Background: an optimization exercise with open tools, aiming at small area, a short achievable clock period and few clock cycles per item. Do not read the settings as production practice.
In this exercise RTL edits were held to simulation tests only and were not proved equivalent to the original.
Power is estimated from default activity; no workload was simulated.

--- flow/constraint.sdc ---
create_clock -name core_clock -period 33.0 [get_ports {clk}]
set_input_delay 6.6000 -clock core_clock [delete_from_list [all_inputs] [get_ports {clk}]]
set_output_delay 6.6000 -clock core_clock [all_outputs]
set_load 0.01 [all_outputs]
--- flow/standard.sh ---
#!/bin/bash
# synth_recipe.tcl (not shown) runs the flow's synth.tcl, then flattens the netlist and writes it again
# the make line also repeats each setting of config.mk as NAME=value (left out here)
make -C /OpenROAD-flow-scripts/flow DESIGN_CONFIG=/design/flow/config.mk WORK_HOME=/design/flow/orfs CLKGATE_MAP_FILE= SYNTH_SCRIPT=/design/flow/synth_recipe.tcl "${@:-finish}"
--- flow/config.mk ---
export PLATFORM = sky130hd
export DESIGN_NAME = rfser_chframe
export DESIGN_NICKNAME = rfser_chframe
export VERILOG_FILES = /design/flow/design.v
export SDC_FILE = /design/flow/constraint.sdc
export NUM_CORES = 4
export LEC_CHECK = 0
export CAP_MARGIN = 20
export CORE_MARGIN = 2
export CORE_UTILIZATION = 40
export PLACE_DENSITY = 0.6
export SLEW_MARGIN = 60
--- flow/design.v ---
module rfser_chframe (
    input  wire        clk,
    input  wire        rst,           
    input  wire        start,
    output wire        ready,
    input  wire [4:0]  chan_count,    
    input  wire [4:0]  chan_start,    
    input  wire [1:0]  fs_mode,       
    input  wire        rangecheck,
    input  wire        ctr_load,
    input  wire [15:0] ctr_value,
    output reg  [4:0]  tab_addr,
    input  wire [15:0] ch_out,
    input  wire [15:0] ch_center,
    input  wire [15:0] fs_val,
    output reg         out_valid,
    input  wire        out_ready,
    output reg  [7:0]  out_byte,
    output reg         out_last
);
    localparam [7:0]  SYNC          = 8'h7E;
    localparam [7:0]  TC_MODULE     = 8'h01;
    localparam [7:0]  TID_CHANNELS  = 8'h03;
    localparam [15:0] CTR_RELOAD    = 16'd1000;
    localparam [1:0]  FS_NOTSET     = 2'd0;
    localparam [1:0]  FS_HOLD       = 2'd1;
    localparam [1:0]  FS_CUSTOM     = 2'd2;
    localparam [1:0]  FS_NOPULSES   = 2'd3;
    localparam [1:0]  P_HDR = 2'd0,   
                      P_DAT = 2'd1,   
                      P_CRC = 2'd2,   
                      P_END = 2'd3;   
    function automatic ge13(input [12:0] y, input [12:0] c);
        integer i;
        begin
            ge13 = 1'b1;
            for (i = 0; i < 13; i = i + 1)
                ge13 = c[i] ? (y[i] & ge13) : (y[i] | ge13);
        end
    endfunction
    reg        ready_r;
    reg        first;      
    reg [1:0]  ph;
    reg [2:0]  cnt;
    reg [3:0]  pl;         
    reg        ok;         
    reg [15:0] counter;
    reg [12:0] sum;        
    reg [1:0]  fsme;       
    reg        fresh;      
    reg        rc;
    reg [2:0]  ahi;        
    reg [15:0] rin_raw;    
    reg [15:0] rin_cen;    
    assign ready = ready_r;
    wire ph_hdr = (ph == P_HDR);
    wire ph_dat = (ph == P_DAT);
    wire ph_crc = (ph == P_CRC);
    wire ph_end = (ph == P_END);
    wire adv    = ~out_valid | out_ready;
    wire can_ld = ~ready_r & ~ph_end & (~ph_dat | ok);
    reg [12:0] ya;
    reg [13:0] ca;
    reg [12:0] y;
    reg [13:0] cb;
    reg [12:0] w;
    reg [13:0] cw;
    reg [10:0] w1;
    reg [11:0] ci;
    integer i;
    localparam [12:0] K = 13'd1096;
    always @(*) begin
        ca[0] = 1'b0;
        ya[0] = rin_raw[0];
        ca[1] = 1'b0;
        for (i = 1; i < 13; i = i + 1) begin
            ya[i]   = rin_raw[i] ^ rin_cen[i-1] ^ ca[i];
            ca[i+1] = (rin_raw[i] & rin_cen[i-1]) | (ca[i] & (rin_raw[i] ^ rin_cen[i-1]));
        end
        cb[0] = 1'b0;
        for (i = 0; i < 13; i = i + 1) begin
            y[i]    = ya[i] ^ K[i] ^ cb[i];
            cb[i+1] = K[i] ? (ya[i] | cb[i]) : (ya[i] & cb[i]);
        end
        w[0]  = y[0];
        w[1]  = y[1] ^ y[0];
        cw[2] = y[1] & y[0];
        for (i = 2; i < 13; i = i + 1) begin
            w[i]    = y[i] ^ y[i-1] ^ cw[i];
            cw[i+1] = (y[i] & y[i-1]) | (cw[i] & (y[i] ^ y[i-1]));
        end
        ci[0] = 1'b1;
        for (i = 0; i < 11; i = i + 1) begin
            w1[i]   = w[i+2] ^ ci[i];
            ci[i+1] = w[i+2] & ci[i];
        end
    end
    wire signed [4:0] hu = {{2{rin_raw[15]}}, rin_raw[15:13]} + {rin_cen[15], rin_cen[15:12]};
    wire [1:0] c13 = {1'b0, ca[13]} + {1'b0, cb[13]};
    wire hz0 = (hu == 5'sd0),  hz1 = (hu == -5'sd1), hz2 = (hu == -5'sd2);
    wire hn0 = hu[4],          hn1 = hu[4] & ~hz1,   hn2 = hu[4] & ~hz1 & ~hz2;
    wire hzero = (c13 == 2'd0) ? hz0 : (c13 == 2'd1) ? hz1 : hz2;
    wire hneg  = (c13 == 2'd0) ? hn0 : (c13 == 2'd1) ? hn1 : hn2;
    wire y_ge_lo = ge13(y, 13'd2734);
    wire y_gt_hi = ge13(y, 13'd5458);
    wire clamp_lo = hneg | (hzero & ~y_ge_lo);
    wire clamp_hi = (~hneg & ~hzero) | (hzero & y_gt_hi);
    wire kge1 = y[12] ? ge13(y, 13'd4437) : ge13(y, 13'd3074);
    wire kge2 = y[12] ? ge13(y, 13'd4778) : ge13(y, 13'd3415);
    wire keq3 = y[12] ? ge13(y, 13'd5119) : ge13(y, 13'd3756);
    wire cin = (y[1:0] == 2'd3) ? keq3 :
               (y[1:0] == 2'd2) ? kge2 :
               (y[1:0] == 2'd1) ? kge1 : 1'b0;
    wire [10:0] sc = cin ? w1 : w[12:2];
    wire due      = (fsme != FS_NOTSET);
    wire sel_fs   = (fsme == FS_CUSTOM);
    wire fs_hold  = sel_fs & (rin_raw == 16'd2000);
    wire fs_nop   = sel_fs & (rin_raw == 16'd2001);
    wire force_hi = (fsme == FS_HOLD) | fs_hold;
    wire force_lo = (fsme == FS_NOPULSES) | fs_nop;
    wire [10:0] chval = force_hi ? 11'd2047 :
                        force_lo ? 11'd0 :
                        clamp_hi ? 11'd2046 :
                        clamp_lo ? 11'd1 : sc;
    wire [7:0] addend = fresh ? out_byte : 8'd0;
    reg [12:0] sum_add;
    reg [13:0] cs;
    always @(*) begin
        cs[0] = 1'b0;
        for (i = 0; i < 8; i = i + 1) begin
            sum_add[i] = sum[i] ^ addend[i] ^ cs[i];
            cs[i+1]    = (sum[i] & addend[i]) | (cs[i] & (sum[i] ^ addend[i]));
        end
        for (i = 8; i < 13; i = i + 1) begin
            sum_add[i] = sum[i] ^ cs[i];
            cs[i+1]    = sum[i] & cs[i];
        end
    end
    reg [15:0] ctr_dec;
    reg [16:0] orp;
    always @(*) begin
        orp[0] = 1'b0;
        for (i = 0; i < 16; i = i + 1) begin
            ctr_dec[i] = counter[i] ~^ orp[i];
            orp[i+1]   = orp[i] | counter[i];
        end
    end
    wire ctr_zero = ~orp[16];
    wire [7:0]  len = (pl[3:2] == 2'd0) ? 8'd16 : (pl[3:2] == 2'd1) ? 8'd28 : 8'd40;
    reg  [7:0]  nbyte;
    always @(*) begin
        case (ph)
            P_HDR: case (cnt)
                3'd1:    nbyte = len;
                3'd2:    nbyte = TC_MODULE;
                3'd3:    nbyte = TID_CHANNELS;
                3'd4:    nbyte = {rc, due, 6'd0};
                default: nbyte = 8'h00;
            endcase
            P_DAT: case (cnt)
                3'd0:    nbyte = chval[7:0];
                3'd1:    nbyte = {chval[3:0], 1'b0, ahi};
                default: nbyte = {1'b0, chval[10:4]};
            endcase
            default: nbyte = cnt[0] ? ~sum[7:0] : {3'b111, ~sum_add[12:8]};
        endcase
    end
    wire body = (ph_hdr & (cnt >= 3'd2)) | ph_dat;
    wire last_pair = (pl == 4'd0);
    wire d0 = ph_dat & ((cnt == 3'd0) | ((cnt == 3'd2) & ~last_pair));
    wire d1 = (ph_hdr & (cnt == 3'd5)) | (ph_dat & (cnt == 3'd1) & ~last_pair) |
              (ph_dat & (cnt == 3'd2) & ~last_pair);
    wire [4:0] tab_inc = tab_addr + 5'd1;
    wire [4:0] tab_dec = tab_addr - 5'd1;
    wire [4:0] tab_adv   = ready_r ? chan_start :
                           (can_ld ? d1 : (~ok & d0)) ? tab_inc : tab_addr;
    wire [4:0] tab_stall = ~d0 ? tab_addr : ok ? tab_dec : tab_inc;
    wire [1:0] g_in = (chan_count <= 5'd8) ? 2'd1 : (chan_count <= 5'd16) ? 2'd2 : 2'd3;
    always @(posedge clk) begin
        rin_raw <= sel_fs ? fs_val : ch_out;
        rin_cen <= ch_center;
    end
    always @(posedge clk) begin
        if (rst) begin
            ready_r   <= 1'b1;
            out_valid <= 1'b0;
        end else if (adv) begin
            ready_r   <= ready_r ? ~start : ph_end;
            out_valid <= ready_r ?  start : can_ld;
        end
    end
    always @(posedge clk)
        first <= ~rst & ready_r & start;
    always @(posedge clk) begin
        if (rst)
            counter <= 16'd0;
        else if (ready_r & ctr_load & ~start)
            counter <= ctr_value;
        else if (first)
            counter <= ctr_zero ? CTR_RELOAD : ctr_dec;
    end
    always @(posedge clk)
        rc <= rangecheck;
    always @(posedge clk) begin
        if (first) begin
            fsme <= ctr_zero ? fs_mode : FS_NOTSET;
        end
    end
    always @(posedge clk)
        if (ph_dat & (cnt == 3'd0) & ok)
            ahi <= chval[10:8];
    always @(posedge clk) begin
        tab_addr <= adv ? tab_adv : tab_stall;
        ok       <= adv | ~ok | ~d0;
    end
    always @(posedge clk) begin
        sum   <= ready_r ? 13'd0 : sum_add;
        fresh <= ~ready_r & adv & can_ld & body;
    end
    always @(posedge clk) begin
        if (adv) begin
            if (ready_r) begin
                ph       <= P_HDR;
                cnt      <= 3'd1;
                pl       <= {g_in - 2'd1, 2'b11};
                out_byte <= SYNC;
                out_last <= 1'b0;
            end else if (can_ld) begin
                out_byte <= nbyte;
                out_last <= ph_crc & cnt[0];
                case (ph)
                    P_HDR: if (cnt == 3'd5) begin
                        ph  <= P_DAT;
                        cnt <= 3'd0;
                    end else begin
                        cnt <= cnt + 3'd1;
                    end
                    P_DAT: if (cnt == 3'd2) begin
                        cnt <= 3'd0;
                        if (last_pair) ph <= P_CRC;
                        pl  <= pl - 4'd1;
                    end else begin
                        cnt <= cnt + 3'd1;
                    end
                    P_CRC: if (cnt[0]) ph <= P_END;
                           else        cnt <= 3'd1;
                    default: ;
                endcase
            end
        end
    end
endmodule
--- flow/flow/run.sh ---
#!/bin/bash
# Layout: the standard flow (standard synthesis unchanged), except that
#  - the buffer placed on every input and output port is the smallest buffer
#    cell (sky130_fd_sc_hd__buf_1) instead of the one buffer_ports picks,
#  - clock tree synthesis builds the tree from clkbuf_8 cells and inserts no
#    dummy balancing loads, and
#  - timing repair aims at a setup slack of 25.4 ns (the clock period and the
#    constraints are the design's; only the repair target is raised).
# Each tool's full output goes to a log file of its own in this folder.
set -euo pipefail
bash standard.sh synth > synth.log 2>&1
bash standard.sh \
  "BUFFER_PORTS_ARGS=-buffer_cell sky130_fd_sc_hd__buf_1" \
  "CTS_ARGS=-sink_clustering_enable -repair_clock_nets -dont_use_dummy_load -buf_list sky130_fd_sc_hd__clkbuf_8" \
  SETUP_SLACK_MARGIN=25.4 \
  finish > layout.log 2>&1
==> results of run 1 <==
cell families (layout without fill, tap and decap cells):
kind of cell,after synthesis,count (layout),share of synthesized area
simple gates,195,195,0.157
compound gates,125,125,0.141
buf+inv,97,184,0.0606
flops,95,95,0.354
fa+ha+maj,82,82,0.200
mux,37,37,0.0659
xor+xnor,15,15,0.0213
power groups by stage:
stage / clock network [W] / registers [W] / logic (W)
floorplan: 0 / 0.000153 / 0.000206
global placement: 0 / 0.000158 / 0.000255
detailed placement: 0 / 0.000157 / 0.000264
CTS: 0.0000647 / 0.000152 / 0.000270
global route: 0.0000687 / 0.000154 / 0.000308
finish: 0.0000622 / 0.000152 / 0.000271
cells in the mapped netlist (8+ instances only):
cell / number
sky130_fd_sc_hd__ha_1: 54
sky130_fd_sc_hd__mux2i_1: 17
sky130_fd_sc_hd__nand2_1: 41
sky130_fd_sc_hd__o21ai_0: 30
sky130_fd_sc_hd__nor3_1: 24
sky130_fd_sc_hd__inv_1: 68
sky130_fd_sc_hd__fa_1: 28
sky130_fd_sc_hd__edfxtp_1: 28
sky130_fd_sc_hd__mux2_2: 19
sky130_fd_sc_hd__dfxtp_1: 67
sky130_fd_sc_hd__a211oi_1: 13
sky130_fd_sc_hd__clkbuf_1: 22
sky130_fd_sc_hd__xnor2_1: 10
sky130_fd_sc_hd__nand2b_1: 8
sky130_fd_sc_hd__nor2b_1: 21
sky130_fd_sc_hd__a221oi_1: 9
sky130_fd_sc_hd__nor2_1: 56
sky130_fd_sc_hd__and2_1: 9
sky130_fd_sc_hd__a21oi_1: 25
sky130_fd_sc_hd__nand3_1: 8
sequential cells by signal, summed over array words and instances, names as in the netlist, 2 cells and up:
signal,flops
rin_cen,16
ph,2
cnt,3
ahi,3
tab_addr,5
fsme,2
counter,16
sum,13
pl,4
out_byte,8
rin_raw,16
area by class of cell:
cell class	instances	area, um^2
tap	188	235
sequential	95	2180
multi-input combinational	454	3650
timing repair buffer	107	445
fill	1474	8250
inverter	68	255
clock buffer	9	124
what timing repair did:
action | 4_1_cts | 5_1_grt
resized for setup | 0 | 1
gates cloned | 0 | 0
setup buffers | 4 | 1
setup endpoints to repair | 4 | 3
worst paths after layout:
path | endpoint | slack (ns) | cells after the start
worst max-delay path | out_byte[6] | 25.43 | 1
worst min-delay path | sum[12] | 0.52 | 2
worst max register to register | out_byte[7] | 25.76 | 29
worst min register to register | sum[12] | 0.52 | 2
layer usage:
metal	wire (um)	up-vias
met2	6240	118
met4	224	0
met1	6460	2272
met5	0	-
met3	519	20
li1	-	2431
layout by cell type, fill, tap and decap left out, types with 19 or more instances in the layout:
cell / Yosys / layout
sky130_fd_sc_hd__a21oi_1: 25 / 25
sky130_fd_sc_hd__buf_1: 3 / 95
sky130_fd_sc_hd__dfxtp_1: 67 / 66
sky130_fd_sc_hd__edfxtp_1: 28 / 28
sky130_fd_sc_hd__fa_1: 28 / 28
sky130_fd_sc_hd__ha_1: 54 / 53
sky130_fd_sc_hd__inv_1: 68 / 68
sky130_fd_sc_hd__mux2_2: 19 / 19
sky130_fd_sc_hd__nand2_1: 41 / 41
sky130_fd_sc_hd__nor2_1: 56 / 55
sky130_fd_sc_hd__nor2b_1: 21 / 20
sky130_fd_sc_hd__nor3_1: 24 / 24
sky130_fd_sc_hd__o21ai_0: 30 / 29
per-stage QoR:
stage           util  power, W  area (um^2)  hold slack (ns)  cells
2_1_floorplan      -  0.000358         6190            0.463    646
3_3_place_gp   0.442  0.000413         6690            0.491    905
3_5_place_dp   0.444  0.000421         6720            0.503    907
4_1_cts        0.454  0.000487         6880            0.525    920
5_1_grt        0.455  0.000531         6890            0.548    921
6_report       0.455  0.000486         6890            0.521    921
tightest hold or removal path: cells and delay by family, from the launching register on:
family | cells | cell delay, ns
flip-flops | 1 | 0.33
AND/OR/NAND/NOR | 1 | 0.08
XOR/XNOR | 1 | 0.08
==> out/metrics.sh, run 1 <==
SYN_INST=646
TIMING.FINAL.CRIT_SHARE=0.230
R2R-START='rin_raw[1]'
HOLDBUFCOUNTCTS=0
CRIT_PATH_START='out_byte[6]'
GRTUSAGEMET1=0.231
YS_SEQ_ELEMENTS=95
CTSROOTBUFFERMASTER='sky130_fd_sc_hd__clkbuf_8'
DIE_Y_UM=128
CLOCK_TREE.BUFFER_DEPTH=2
POST-PLACE-WS_NS=25.18
MIN_PATH_TYPE='register to register'
GRT.OVERFLOW.TOTAL=0
POWER.DENSITY_CELL_AREA_mW_PER_MM2=70.5
POWER.LEAKAGE_nW=2.80
SYNTH.LIB_CELLS_USED.DISTINCT=65
FINAL_LAYOUT_SIZE_SUFFIX_GT1_FRAC=0.0778
DRC_ERRORS=0
RUN_STATUS='complete, no violations'
SYNTHDOMINANTCELLAREASHARE=0.217
SETUP_VIOL_COUNT_FINAL=0
WORSTSETUPENDPOINTTYPE='output port'
SEQ_POWER_SHARE=0.314
RELSLEWSLACK=0.633
CRITPATHMAXFANOUT=2
WORSTPATHARRIVAL_NS=0.97
CRIT_PATH_MAX_CELL_DELAY_NS=0.45
LAYOUT-AREA-OVERHEAD-VS-SYNTH_PCT=11.7
DETAILEDROUTE.FIRSTPASSITERATIONCOUNT=5
DETAIL-ROUTE-ANTENNA-NETS=0
CP_SLOWEST_CELL='sky130_fd_sc_hd__edfxtp_1'
AVG_VIAS_PER_CELL=5.26
TIGHTEST_SLEW_NS=0.549
INSERTEDDIODECOUNT=0
POST_SYNTH.CELL_AREA_AVG_UM2=9.55
SYNTH.YOSYS.WARNINGS=1
GRT_ANTENNA_BEFORE_REPAIR=0
CP_DATA_REQUIRED_TIME_NS=26.40
ASYNC_S_R_FF_SHARE_SYNTH=0
FIRST_GLOBAL_VIAS=4916
FINAL_HOLD_VIOL_COUNT=0
P_CLK_FRAC=0.128
CTS.REPORTEDPATHS.CLKPINSLEW_NS=0.09
POST_SYNTH_INSTANCE_AREA_MM2=0.00617
PLACE.GP.CONGESTION=0.824
SETUP_CRIT_PATH_KIND='register to output port'
WORST_PATH_DOMINANT_CELL_FAMILY='flip-flops'
SYNTH_ENABLE_FLOP_CELLS=28
POSTLAYOUTSETUPSLACKWORST_NS=25.43
POWER_FRAC_COMB=0.558
FLOORPLAN.INITIALDENSITY=0.407
FINAL.SETUP.TNS_NS=0
DRV_SLEW=0
HOLD_START='sum[12]'
FP.DIEAREA_MM2=0.0164
MAX_FREQ_MHz=132
P_INT_W=0.000276
GLOBAL_ROUTE.PEAK_USAGE_LAYER='met2'
CTS_MAX_LEVEL=3
GRT_SETUP_UNREPAIRED='true'
PLACEABLECOREAREA_MM2=0.0151
FINAL_PERIOD_MINUS_WORST_SETUP_SLACK_NS=7.57
GLOBAL_ROUTING_USAGE_ON_MET3=0.0338
POST_DRT_WL_PER_CELL_UM=14.6
TIMING.CRITICAL_PATH.CELLS='buf_1'
TIMING.CRITICAL_PATH.BUF_INV=1
GRT_MAX_DEGREE=53
CLKSINKCOUNT=95
TRITONCTS='done'
P_SWITCHING_W=0.000210
NNETSFINAL=899
DIE_WIDTH_UM=128
MAX_CAP_VIOL_COUNT=0
FINALCLOCKSKEW_NS=0.0264
VDD_DROP_MAX_uV=34.5
YOSYS_MOST_USED_DFF='sky130_fd_sc_hd__dfxtp_1'
DPL.HPWL_MM=10.3
ROUTED_WL_MM=13.4
POST-SYNTH-TOP-AREA-CELL='sky130_fd_sc_hd__dfxtp_1'
CTS_BUFFERS=9
PIN_COUNT=98
GRTUSAGETOTAL=0.174
CRITICAL_PATH_LAUNCH_POINT_TYPE='register'
SYN_NETS=810
VIAS=4841
PLACEMENTROWS=45
CLOCK_NETWORK_LATENCY_TO_THE_LATER_PIN_OF_THE_WORST_SKEW_PAIR_NS=0.38
SYNTH_SEQUENTIAL_AREA_RATIO=0.354
DETAIL_ROUTE.ITER0.VIOLATIONS=279
SYNTH.TOP_CELLS.BY_AREA='sky130_fd_sc_hd__dfxtp_1, sky130_fd_sc_hd__edfxtp_1, sky130_fd_sc_hd__ha_1'
BUFFER_PORTS.INSERTED=97
GRT_UTIL_MET2=0.283
SWITCHING_SHARE=0.432
GRT_FIRST_PASS_WIRELENGTH_MM=23.0
Testbench counts, summed over its fixed seeds: cycles 15,852, frames 384.
==> inputs of run 2 (changes only) <==
--- a/flow/design.v
+++ b/flow/design.v
@@ -172,9 +172,11 @@
               (ph_dat & (cnt == 3'd2) & ~last_pair);
     wire [4:0] tab_inc = tab_addr + 5'd1;
     wire [4:0] tab_dec = tab_addr - 5'd1;
-    wire [4:0] tab_adv   = ready_r ? chan_start :
-                           (can_ld ? d1 : (~ok & d0)) ? tab_inc : tab_addr;
-    wire [4:0] tab_stall = ~d0 ? tab_addr : ok ? tab_dec : tab_inc;
+    wire tab_adv_inc   = can_ld ? d1 : (~ok & d0);
+    wire tab_sel_start = adv & ready_r;
+    wire tab_sel_inc   = adv ? (~ready_r & tab_adv_inc) : (d0 & ~ok);
+    wire tab_sel_dec   = ~adv & d0 & ok;
+    wire tab_sel_hold  = ~(tab_sel_start | tab_sel_inc | tab_sel_dec);
     wire [1:0] g_in = (chan_count <= 5'd8) ? 2'd1 : (chan_count <= 5'd16) ? 2'd2 : 2'd3;
     always @(posedge clk) begin
         rin_raw <= sel_fs ? fs_val : ch_out;
@@ -210,7 +212,10 @@
         if (ph_dat & (cnt == 3'd0) & ok)
             ahi <= chval[10:8];
     always @(posedge clk) begin
-        tab_addr <= adv ? tab_adv : tab_stall;
+        tab_addr <= ({5{ tab_sel_start}} & chan_start) |
+                    ({5{ tab_sel_inc}}   & tab_inc)    |
+                    ({5{ tab_sel_dec}}   & tab_dec)    |
+                    ({5{ tab_sel_hold}}  & tab_addr);
         ok       <= adv | ~ok | ~d0;
     end
     always @(posedge clk) begin
==> out/metrics.sh, run 2 <==
LAYOUT-AREA-OVERHEAD-VS-SYNTH_PCT=13.5
SEQUENTIAL_CELL_AREA_MM2=0.00214
FINAL_CELL_MIX='sky130_fd_sc_hd__buf_1, sky130_fd_sc_hd__inv_1, sky130_fd_sc_hd__dfxtp_1'
POST_SYNTH_INSTANCE_AREA_MM2=0.00607
SYNTHDOMINANTCELLAREASHARE=0.238
PIN_COUNT=98
YOSYS_MOST_USED_DFF='sky130_fd_sc_hd__dfxtp_1'
FINAL_HOLD_VIOL_COUNT=0
CRIT_PATH_MAX_CELL_DELAY_NS=0.40
GRT_SETUP_UNREPAIRED='false'
GRT_ANTENNA_BEFORE_REPAIR=0
MIN_DELAY_PATH_DEPTH=1
PLACED_CELLS=902
SYNTH_SEQUENTIAL_AREA_RATIO=0.351
POST-SYNTH-TOP-AREA-CELL='sky130_fd_sc_hd__dfxtp_1'
WORSTPATHARRIVAL_NS=0.94
TIGHTEST_SLEW_NS=0.546
MAX_CAP_VIOL_COUNT=0
POWER.LEAKAGE_nW=2.80
SYN_INST=636
SYN_NETS=800
SYNTH_COMPOUND_AREA_FRAC=0.144
R2R-START='rin_raw[1]'
POST_DRT_WL_PER_CELL_UM=14.4
SYNTH_ENABLE_FLOP_CELLS=23
PLACEABLECOREAREA_MM2=0.0150
WORST_REG2REG_PATH_LENGTH_IN_CELLS=28
PLACE.GP.CONGESTION=0.875
SETUP_CRIT_PATH_KIND='register to output port'
FIN_WORST_HOLD_SLACK_NS=0.505
TIMING.FINAL.CRIT_SHARE=0.228
AVG_VIAS_PER_CELL=5.31
HOLDBUFCOUNTCTS=0
CTS.REPORTEDPATHS.CLKPINSLEW_NS=0.08
FIRST_GLOBAL_VIAS=4836
MAX_FREQ_MHz=133
POST_SYNTH_XOR_AREA_FRACTION=0.0101
DRC_ERRORS=0
WORSTSETUPPATHDEPTH=1
CP_DATA_REQUIRED_TIME_NS=26.40
FINAL_PERIOD_MINUS_WORST_SETUP_SLACK_NS=7.54
POWER.DENSITY_CELL_AREA_mW_PER_MM2=70.6
LARGESTREGISTERS='counter (16), rin_cen (16), rin_raw (16)'
CTS_MAX_LEVEL=3
DETAILEDROUTE.FIRSTPASSITERATIONCOUNT=5
FINALCLOCKSKEW_NS=0.0263
HOLD_PATH_END='tab_addr[3]'
MULTIINPUTGATEAREA_MM2=0.00367
CLKSINKCOUNT=95
INSERTEDDIODECOUNT=0
VDD_DROP_MAX_uV=27.0
REG2REG_SLACK_NS=25.89
TIMING.CRITICAL_PATH.BUF_INV=1
WORSTSETUPENDPOINTTYPE='output port'
TRITONCTS='done'
TIMING.CRITICAL_PATH.CELLS='buf_1'
RR_ENDPOINT='out_byte[6]'
SYNTH.TOP_CELLS.BY_AREA='sky130_fd_sc_hd__dfxtp_1, sky130_fd_sc_hd__edfxtp_1, sky130_fd_sc_hd__ha_1'
AREA_SHARE_OF_FA_HA_MAJ_CELLS_AFTER_SYNTHESIS=0.204
GRT.OVERFLOW.TOTAL=0
PLACEMENTROWS=45
FILLER_CELL_COUNT=1444
ROUTED_WL_MM=13.2
SETUP_VIOL_COUNT_FINAL=0
POST-SYNTH-TOP-COUNT-CELL='sky130_fd_sc_hd__dfxtp_1'
NNETSFINAL=895
MOSTFREQUENTLAYOUTCELL='sky130_fd_sc_hd__buf_1'
HOLD_START='tab_addr[3]'
CRITPATHMAXFANOUT=7
SYNTH.LIB_CELLS_USED.DISTINCT=73
DETAIL-ROUTE-ANTENNA-NETS=0
DRV_SLEW=0
FP.DIEAREA_MM2=0.0162
RUN_STATUS='complete, no violations'
GRT_FIRST_PASS_WIRELENGTH_MM=22.7
RELSLEWSLACK=0.634
CELL_TYPES_WITH_THE_HIGHEST_COUNTS_AFTER_SYNTHESIS='sky130_fd_sc_hd__dfxtp_1, sky130_fd_sc_hd__inv_1, sky130_fd_sc_hd__nor2_1, sky130_fd_sc_hd__ha_1, sky130_fd_sc_hd__nand2_1'
FLOORPLAN.INITIALDENSITY=0.404
INSTANCES_NO_FILL=917
DIE_WIDTH_UM=127
CTS_BUFFERS=9
WORST_PATH_DOMINANT_CELL_FAMILY='flip-flops'
ASYNC_S_R_FF_SHARE_SYNTH=0
BUFFER_PORTS.INSERTED=97
YS_SEQ_ELEMENTS=95
SIMPLE_GATE_PORTION_OF_THE_SYNTHESIZED_AREA=0.171
DIE_Y_UM=127
CLOCK_NETWORK_LATENCY_TO_THE_LATER_PIN_OF_THE_WORST_SKEW_PAIR_NS=0.38
MUXSHAREOFSYNTHAREA=0.0602
SYNTH_TOP_FAMILY_BY_AREA='adder cells'
DETAIL_ROUTE.ITER0.VIOLATIONS=282
VIAS=4866
FINAL.SETUP.TNS_NS=0
GRTUSAGETOTAL=0.172
CTSROOTBUFFERMASTER='sky130_fd_sc_hd__clkbuf_8'
POST_SYNTH.CELL_AREA_AVG_UM2=9.54
GRT_MAX_DEGREE=42
CLOCK_TREE.BUFFER_DEPTH=2
FINAL_LAYOUT_SIZE_SUFFIX_GT1_FRAC=0.103
MIN_PATH_TYPE='register to register'
CRITICAL_PATH_LAUNCH_POINT_TYPE='register'
CP_SLOWEST_CELL='sky130_fd_sc_hd__dfxtp_2'
SYNTH.YOSYS.WARNINGS=1
DPL.HPWL_MM=10.4
-- run 2: cell types whose count changed after synthesis, moves of 6 or more --
cell / change
sky130_fd_sc_hd__nor3_1: -8
sky130_fd_sc_hd__nand3_1: +6
sky130_fd_sc_hd__nor2b_1: -6
sky130_fd_sc_hd__o21ai_0: -9
sky130_fd_sc_hd__nand2_1: -8
-- run 2: area by class of cell --
class,instances,area share
clock buffers,9,0.0180
inverters,70,0.0382
multi-input cells,447,0.534
flip-flops and latches,95,0.311
well taps,188,0.0342
repair buffers,108,0.0651
-- run 2: worst max path at each step --
stage,startpoint,end
CTS,out_ready,tab_addr[4]
global placement,start,counter[7]
finish,tab_addr[2],tab_addr[2]
detailed placement,out_ready,tab_addr[4]
global route,tab_addr[2],tab_addr[2]
floorplan,out_ready,tab_addr[4]
-- run 2: timing repair --
| action | CTS | global route |
|---|---|---|
| gates resized for setup | 3 | 10 |
| pin swaps | 0 | 2 |
| buffers inserted | 0 | 6 |
| endpoints found under the setup margin | 3 | 19 |
-- run 2: logic make-up after synthesis --
family	count (synthesis)
simple gates	198
flops	95
xor+xnor	7
mux	34
buf+inv	94
fa+ha+maj	82
compound gates	126
-- run 2: per-layer routing --
metal / vias up / part of all wire / GRT usage
li1: 2423 / - / -
met1: 2294 / 0.46 / 0.227
met2: 129 / 0.47 / 0.286
met3: 20 / 0.043 / 0.0268
met4: 0 / 0.022 / 0.0685
met5: - / 0 / 0
-- run 2: worst reg2reg max path, delay by kind of cell (launching register included) --
kind	cells	cell delay [ns]
adders and majority gates	13	4.12
buffers and inverters	7	0.60
DFF	1	0.32
AOI/OAI and AO/OA	5	1.24
muxes	1	0.36
and+or+nand+nor	2	0.18
-- run 2: power by group --
group | internal [W] | switching (W)
clock network | 0.0000245 | 0.0000363
logic | 0.000111 | 0.000160
registers | 0.000139 | 0.0000144
total | 0.000275 | 0.000211
-- run 2: stage by stage --
stage	total power [W]	instance area, um^2	utilization	setup slack (ns)
after floorplan	0.000355	6110	-	25.20
after global placement	0.000410	6620	0.440	24.89
after detailed placement	0.000421	6660	0.443	24.93
after CTS	0.000484	6790	0.452	25.39
after global routing	0.000534	6880	0.458	25.41
final	0.000486	6880	0.458	25.46
Testbench counts of run 2, summed over its fixed seeds: cycles 15,852, frames 384.
==> inputs of run 3 (changes only) <==
--- a/flow/config.mk
+++ b/flow/config.mk
@@ -7,6 +7,6 @@
 export LEC_CHECK = 0
 export CAP_MARGIN = 20
 export CORE_MARGIN = 2
-export CORE_UTILIZATION = 40
-export PLACE_DENSITY = 0.6
+export CORE_UTILIZATION = 55
+export PLACE_DENSITY = 0.7
 export SLEW_MARGIN = 60
==> out/metrics.sh, run 3 <==
SETUP_CRIT_PATH_KIND='input port to register'
SYN_INST=636
LARGESTREGISTERS='counter (16), rin_cen (16), rin_raw (16)'
STDCELL_AREA_MM2=0.00678
FINAL_LAYOUT_SIZE_SUFFIX_GT1_FRAC=0.0939
FINAL_CELL_MIX='sky130_fd_sc_hd__buf_1, sky130_fd_sc_hd__inv_1, sky130_fd_sc_hd__dfxtp_1'
DIE_Y_UM=109
DRC_ERRORS=0
PLACED_CELLS=853
CRITPATHMAXFANOUT=6
FINAL_HOLD_VIOL_COUNT=0
FP.DIEAREA_MM2=0.0119
GRTUSAGEMET1=0.274
TRITONCTS='done'
P_INT_W=0.000274
CTS_MAX_LEVEL=3
MOSTFREQUENTLAYOUTCELL='sky130_fd_sc_hd__buf_1'
P_CLK_FRAC=0.123
DRV_SLEW=0
NNETSFINAL=890
SYNTH_TOP_FAMILY_BY_AREA='adder cells'
RELSLEWSLACK=0.652
SYNTH_ENABLE_FLOP_CELLS=23
GLOBAL_ROUTE.PEAK_USAGE_LAYER='met2'
POST_SYNTH_XOR_AREA_FRACTION=0.0101
YS_SEQ_ELEMENTS=95
POST_SYNTH_INSTANCE_AREA_MM2=0.00607
DIE_WIDTH_UM=109
FILLER_CELL_COUNT=929
INSTANCES_NO_FILL=864
FIN_WORST_HOLD_SLACK_NS=0.527
VDD_DROP_MAX_uV=43.6
FINAL.SETUP.TNS_NS=0
MULTIINPUTGATEAREA_MM2=0.00368
SWITCHING_SHARE=0.433
POST-SYNTH-TOP-COUNT-CELL='sky130_fd_sc_hd__dfxtp_1'
SEQUENTIAL_CELL_AREA_MM2=0.00214
GRT_MAX_DEGREE=42
GRT_SETUP_UNREPAIRED='true'
POST_DRT_WL_PER_CELL_UM=15.3
TIMING.CRITICAL_PATH.MODE_CELL='sky130_fd_sc_hd__nand2b_4'
CLOCK_NETWORK_LATENCY_TO_THE_LATER_PIN_OF_THE_WORST_SKEW_PAIR_NS=0.37
GRT_ANTENNA_BEFORE_REPAIR=0
SYNTH.YOSYS.WARNINGS=1
CRIT_PATH_MAX_CELL_DELAY_NS=0.22
ASYNC_S_R_FF_SHARE_SYNTH=0
GRT_FIRST_PASS_WIRELENGTH_MM=21.1
CRITICAL_PATH_LAUNCH_POINT_TYPE='input port'
POSTPLACECELLAREA_MM2=0.00659
MIN_PATH_TYPE='register to register'
CTS_BUFFERS=9
POWER.LEAKAGE_nW=2.78
TIMING.CRITICAL_PATH.BUF_INV=1
PLACEABLECOREAREA_MM2=0.0108
FINAL_PERIOD_MINUS_WORST_SETUP_SLACK_NS=7.55
GRT_UTIL_MET2=0.398
POWER_FRAC_COMB=0.560
AVG_VIAS_PER_CELL=5.74
SIMPLE_GATE_PORTION_OF_THE_SYNTHESIZED_AREA=0.171
SEQ_POWER_SHARE=0.318
CLOCK_TREE.BUFFER_DEPTH=2
SYN_NETS=800
CP_SLOWEST_CELL='sky130_fd_sc_hd__o31a_1'
PLACEMENTROWS=38
SYNTH_SEQUENTIAL_AREA_RATIO=0.351
CTS.REPORTEDPATHS.CLKPINSLEW_NS=0.08
WORST_PATH_DOMINANT_CELL_FAMILY='simple AND/OR/NAND/NOR gates'
DETAILEDROUTE.FIRSTPASSITERATIONCOUNT=5
POST-SYNTH-TOP-AREA-CELL='sky130_fd_sc_hd__dfxtp_1'
AREA_SHARE_OF_FA_HA_MAJ_CELLS_AFTER_SYNTHESIS=0.204
ROUTED_WL_MM=13.2
TIGHTEST_SLEW_NS=0.519
SETUP_VIOL_COUNT_FINAL=0
MAX_CAP_VIOL_COUNT=0
WORSTPATHARRIVAL_NS=7.85
P_SWITCHING_W=0.000210
DETAIL-ROUTE-ANTENNA-NETS=0
DETAIL_ROUTE.ITER0.VIOLATIONS=216
MAX_FREQ_MHz=132
VIAS=4962
SYNTHDOMINANTCELLAREASHARE=0.238
MUXSHAREOFSYNTHAREA=0.0602
WORSTSETUPENDPOINTTYPE='register'
GLOBAL_ROUTING_USAGE_ON_MET3=0.0472
RUN_STATUS='complete, no violations'
CELL_TYPES_WITH_THE_HIGHEST_COUNTS_AFTER_SYNTHESIS='sky130_fd_sc_hd__dfxtp_1, sky130_fd_sc_hd__inv_1, sky130_fd_sc_hd__nor2_1, sky130_fd_sc_hd__ha_1, sky130_fd_sc_hd__nand2_1'
CTSROOTBUFFERMASTER='sky130_fd_sc_hd__clkbuf_8'
CP_DATA_REQUIRED_TIME_NS=33.29
TIMING.CRITICAL_PATH.CELLS='buf_1 > nand2b_4 > and2_4 > nor2_4 > a2bb2oi_4 > nand2b_4 > nor2_2 > o31a_1 > o21ai_1'
GRTUSAGETOTAL=0.226
CLKSINKCOUNT=95
FINALCLOCKSKEW_NS=0.0244
SYNTH.LIB_CELLS_USED.DISTINCT=73
PIN_COUNT=98
POST_SYNTH.CELL_AREA_AVG_UM2=9.54
FIRST_GLOBAL_VIAS=4722
INSERTEDDIODECOUNT=0
SYNTH.TOP_CELLS.BY_AREA='sky130_fd_sc_hd__dfxtp_1, sky130_fd_sc_hd__edfxtp_1, sky130_fd_sc_hd__ha_1'
FLOORPLAN.INITIALDENSITY=0.562
TIMING.FINAL.CRIT_SHARE=0.229
LAYOUT-AREA-OVERHEAD-VS-SYNTH_PCT=11.8
BUFFER_PORTS.INSERTED=97
GRT.OVERFLOW.TOTAL=0
SYNTH_COMPOUND_AREA_FRAC=0.144
YOSYS_MOST_USED_DFF='sky130_fd_sc_hd__dfxtp_1'
PLACE.GP.CONGESTION=0.881
DPL.HPWL_MM=10.3
POWER.DENSITY_CELL_AREA_mW_PER_MM2=71.3
run 3: path summary, 6_finish.rpt:
| check | from | endpoint | slack, ns | cells after the start |
|---|---|---|---|---|
| worst max-delay path | out_ready | tab_addr[4] | 25.45 | 9 |
| worst min register to register | tab_addr[2] | tab_addr[2] | 0.53 | 2 |
| worst min-delay path | tab_addr[2] | tab_addr[2] | 0.53 | 2 |
| worst max register to register | rin_raw[1] | out_byte[4] | 25.74 | 28 |
run 3: cell families (layout without fill, tap and decap cells):
family                   Yosys count  count (layout)
multiplexers                      34              34
flip-flops                        95              95
AO/OA/AOI/OAI                    126             126
buffers and inverters             94             182
AND/OR/NAND/NOR                  198             198
adder cells (fa/ha/maj)           82              82
XOR/XNOR                           7               7
run 3: power by group through the flow:
stage	clock network (W)	logic [W]	registers [W]
2_1_floorplan	0	0.000202	0.000152
3_5_place_dp	0	0.000263	0.000156
3_3_place_gp	0	0.000251	0.000156
6_report	0.0000593	0.000271	0.000154
4_1_cts	0.0000612	0.000267	0.000153
5_1_grt	0.0000652	0.000304	0.000156
run 3: per-layer routing:
layer  routed length (um)  vias up
met5                    0        -
met4                  262        0
met3                  681       20
met2                 6690      160
met1                 5580     2364
li1                     -     2418
run 3: metrics by stage:
step | utilization | setup slack, ns | power, W
2_1_floorplan | - | 25.20 | 0.000355
3_3_place_gp | 0.608 | 24.91 | 0.000407
3_5_place_dp | 0.611 | 24.95 | 0.000419
4_1_cts | 0.623 | 25.41 | 0.000481
5_1_grt | 0.628 | 25.38 | 0.000525
6_report | 0.628 | 25.45 | 0.000484
run 3: tightest hold or removal path, stage by stage (launching register included):
cell and delay, ns:
sky130_fd_sc_hd__dfxtp_2 0.36, sky130_fd_sc_hd__nand4_1 0.08, sky130_fd_sc_hd__nand2_1 0.05
run 3: cell type report:
cell class,instances,area share
inverter,70,0.0387
tap,140,0.0258
sequential,95,0.315
clock buffer,9,0.0183
multi-input combinational,447,0.542
timing repair buffer,103,0.0598
run 3: repair_timing:
action / in CTS / in global routing
endpoints found under the setup margin: 1 / 16
hold buffers: 0 / 0
gates resized for setup: 2 / 9
pin swaps: 0 / 1
buffers inserted: 0 / 1
cloned: 0 / 0

-- static timing again, ports no longer ideal --
No port has a modelled driver above. Below, the same layouts with a new extraction and two added sets of constraints. Step 1 assumes that a clkbuf_16 drives the clock port and a buf_2 every other input. Step 2, shift: input delay + t, output delay - t, t = (earliest + latest rising clock arrival at the registers) / 2. This alone moves slack from input paths to output paths. a / b / c = ideal / step 1 / step 2; a / b = the first two.
run | t (ns) | setup WS [ns] | clock arrival spread, ns
run 1 | 0.399 | 25.425 / 25.390 / 25.154 | 0.026 / 0.026
run 2 | 0.407 | 25.461 / 25.423 / 25.139 | 0.027 / 0.026
run 3 | 0.389 | 25.447 / 25.434 / 25.072 | 0.025 / 0.025
After both steps setup and hold are still met in every run listed. The setup slack of run 3, which loses most, moves by -0.013 ns with the drivers and by -0.375 ns with both steps.
